Background: an optimization exercise with open tools, aiming at small area. Do not read the settings as production practice. Only simulation tests tie the RTL to the original design; equivalence was not proved. The clock port is modelled as an ideal driver; clocking choices that lean on that would not hold on a real chip. Power figures rest on the tool's default switching activity, not on a simulated workload.

==> inputs of job 9857 <==
Design vwradio_cmd, start of the top module:
module vwradio_cmd (
    input  wire       clk,
    input  wire       rst,
    input  wire       rx_valid,
    input  wire [7:0] rx_data,
    output wire       rx_ready,
    input  wire       tick,
    output wire       tx_valid,
    output wire [7:0] tx_data,
    output wire       tx_last,
    input  wire       tx_ready,
    output reg  [1:0] led,
    output reg        co_valid,
    output reg  [1:0] co_kind,
    output reg  [7:0] co_data
);
Settings: LEC_CHECK=0, ABC_AREA=1, CAP_MARGIN=20, CORE_MARGIN=2, CORE_UTILIZATION=60, PLACE_DENSITY=0.7, SLEW_MARGIN=20; clock period 10.0 ns.
standard.sh (not shown) runs the stock make flow with config.mk's settings and CLKGATE_MAP_FILE= SYNTH_SCRIPT=/design/flow/synth_recipe.tcl, a recipe that flattens the netlist after the stock synthesis.
==> flow/flow/run.sh <==
#!/bin/bash
# Layout flow: the standard layout (standard.sh, with its unchanged synthesis), except
#  - the port buffers are the smallest buffer cell.
# Each tool's output goes to a log of its own in this folder (ORFS steps also log under orfs/logs/).
set -euo pipefail
here=$(pwd)
export BUFFER_PORTS_ARGS="-buffer_cell sky130_fd_sc_hd__buf_1"
bash standard.sh place > flow_place.log 2>&1

base="-sink_clustering_enable -repair_clock_nets -dont_use_dummy_load"
export TRY_DIR=$here/orfs/results/sky130hd/vwradio_cmd/base
export MIN_ROUTING_LAYER=met1 MAX_ROUTING_LAYER=met5 MIN_CLK_ROUTING_LAYER=met3
cfgs=("16 36 150" "16 32 120" "16 32 100" "16 30 100" "16 30 80" "16 28 100" "16 28 80" "16 26 100"
      "16 26 80" "16 24 100" "16 24 80" "16 22 80" "16 22 100" "16 20 100" "16 20 80" "16 18 80")
par=${NUM_CORES:-4}
i=0
for cfg in "${cfgs[@]}"; do
  set -- $cfg
  i=$((i + 1))
  TRY_CTS_ARGS="$base -buf_list sky130_fd_sc_hd__clkbuf_$1 -sink_clustering_size $2 -sink_clustering_max_diameter $3" \
    openroad -no_init -threads 1 -exit flow/cts_try.tcl > cts_try_$i.log 2>&1 &
  if (( i % par == 0 )); then wait; fi
done
wait
chosen=""
best=""
i=0
for cfg in "${cfgs[@]}"; do
  set -- $cfg
  i=$((i + 1))
  args="$base -buf_list sky130_fd_sc_hd__clkbuf_$1 -sink_clustering_size $2 -sink_clustering_max_diameter $3"
  res=$(grep TRY_RESULT cts_try_$i.log | tail -1 || true)
  echo "clkbuf_$1 size $2 diameter $3: $res" >> cts_try_summary.log
  slew=$(echo "$res" | awk '{print $2}')
  area=$(echo "$res" | awk '{print $3}')
  tree=$(echo "$res" | awk '{print $4}')
  if [[ -n "$slew" && -n "$tree" ]] && awk -v s="$slew" -v t="$tree" 'BEGIN{exit !(s < 0.116 && t < 0.35)}'; then
    if [[ -z "$best" ]] || awk -v a="$area" -v b="$best" 'BEGIN{exit !(a < b)}'; then
      best="$area"
      chosen="$args"
    fi
  fi
done
if [[ -z "$chosen" ]]; then
  chosen="$base -buf_list sky130_fd_sc_hd__clkbuf_16 -sink_clustering_size 12 -sink_clustering_max_diameter 50"
fi
echo "chosen: $chosen" >> cts_try_summary.log
export CTS_ARGS="$chosen"
bash standard.sh finish > flow_finish.log 2>&1
Other scripts of this flow, unchanged in this note and not shown: flow/flow/cts_try.tcl
==> job 1583: changes against job 9857 <==
- CORE_UTILIZATION: 60 -> 65
- PLACE_DENSITY: 0.7 -> 0.75
==> notes.md <==
item	job 9857	job 1583
Outcome	complete, no violations	complete, no violations
Aggregate routed wire length	107,000 um	121,000 um
Hold Slack	0.245 ns	0.284 ns
Final period util	68.5%	67.5%
Clock slew seen by the registers of the worst setup and hold paths	0.11 ns	0.10 ns
Worst VDD drop	0.187 mV	0.199 mV
Setup slack at placement	3.15 ns	3.23 ns
Clock tree buffer count of the final layout	138	146
Cell row count	127	122
Via total after detailed routing	29,300	29,600
Via count of the first global-routing pass	28,300	30,500
FF-to-FF path depth	30	32
Power Total	20.0 mW	20.3 mW
DRT Pass-1 Iters	6	5
Die height	351 um	337 um
WL met3	4750 um	4600 um
Final RePlAce weighted congestion	0.932	0.943

-- static timing again, ports no longer ideal --
The results above use ideal ports. As a check the final layouts listed here were re-extracted and re-timed, cells and wires unchanged.
Step 1 assumes that a clkbuf_16 drives the clock port and a buf_2 every other input.
Step 2 moves the port delays by t, midway between the first and last clock arrival at a register: inputs arrive t later, outputs are due t later. That takes back most of the time a late clock gives input paths.
Three values: ideal, step 1, step 2; two values: the first two.
| run | shift t [ns] | setup WS [ns] | worst setup path after step 2 | clock arrival spread, ns |
|---|---|---|---|---|
| job 9857 | 0.814 | 3.153 / 3.113 / 3.113 | input to output | 0.131 / 0.131 |
| job 1583 | 0.811 | 3.245 / 3.202 / 3.202 | input to output | 0.074 / 0.074 |
After both steps setup and hold are still met in every run listed. For job 1583, which loses most, drivers alone change the setup slack by -0.043 ns; drivers and shift together by -0.043 ns.
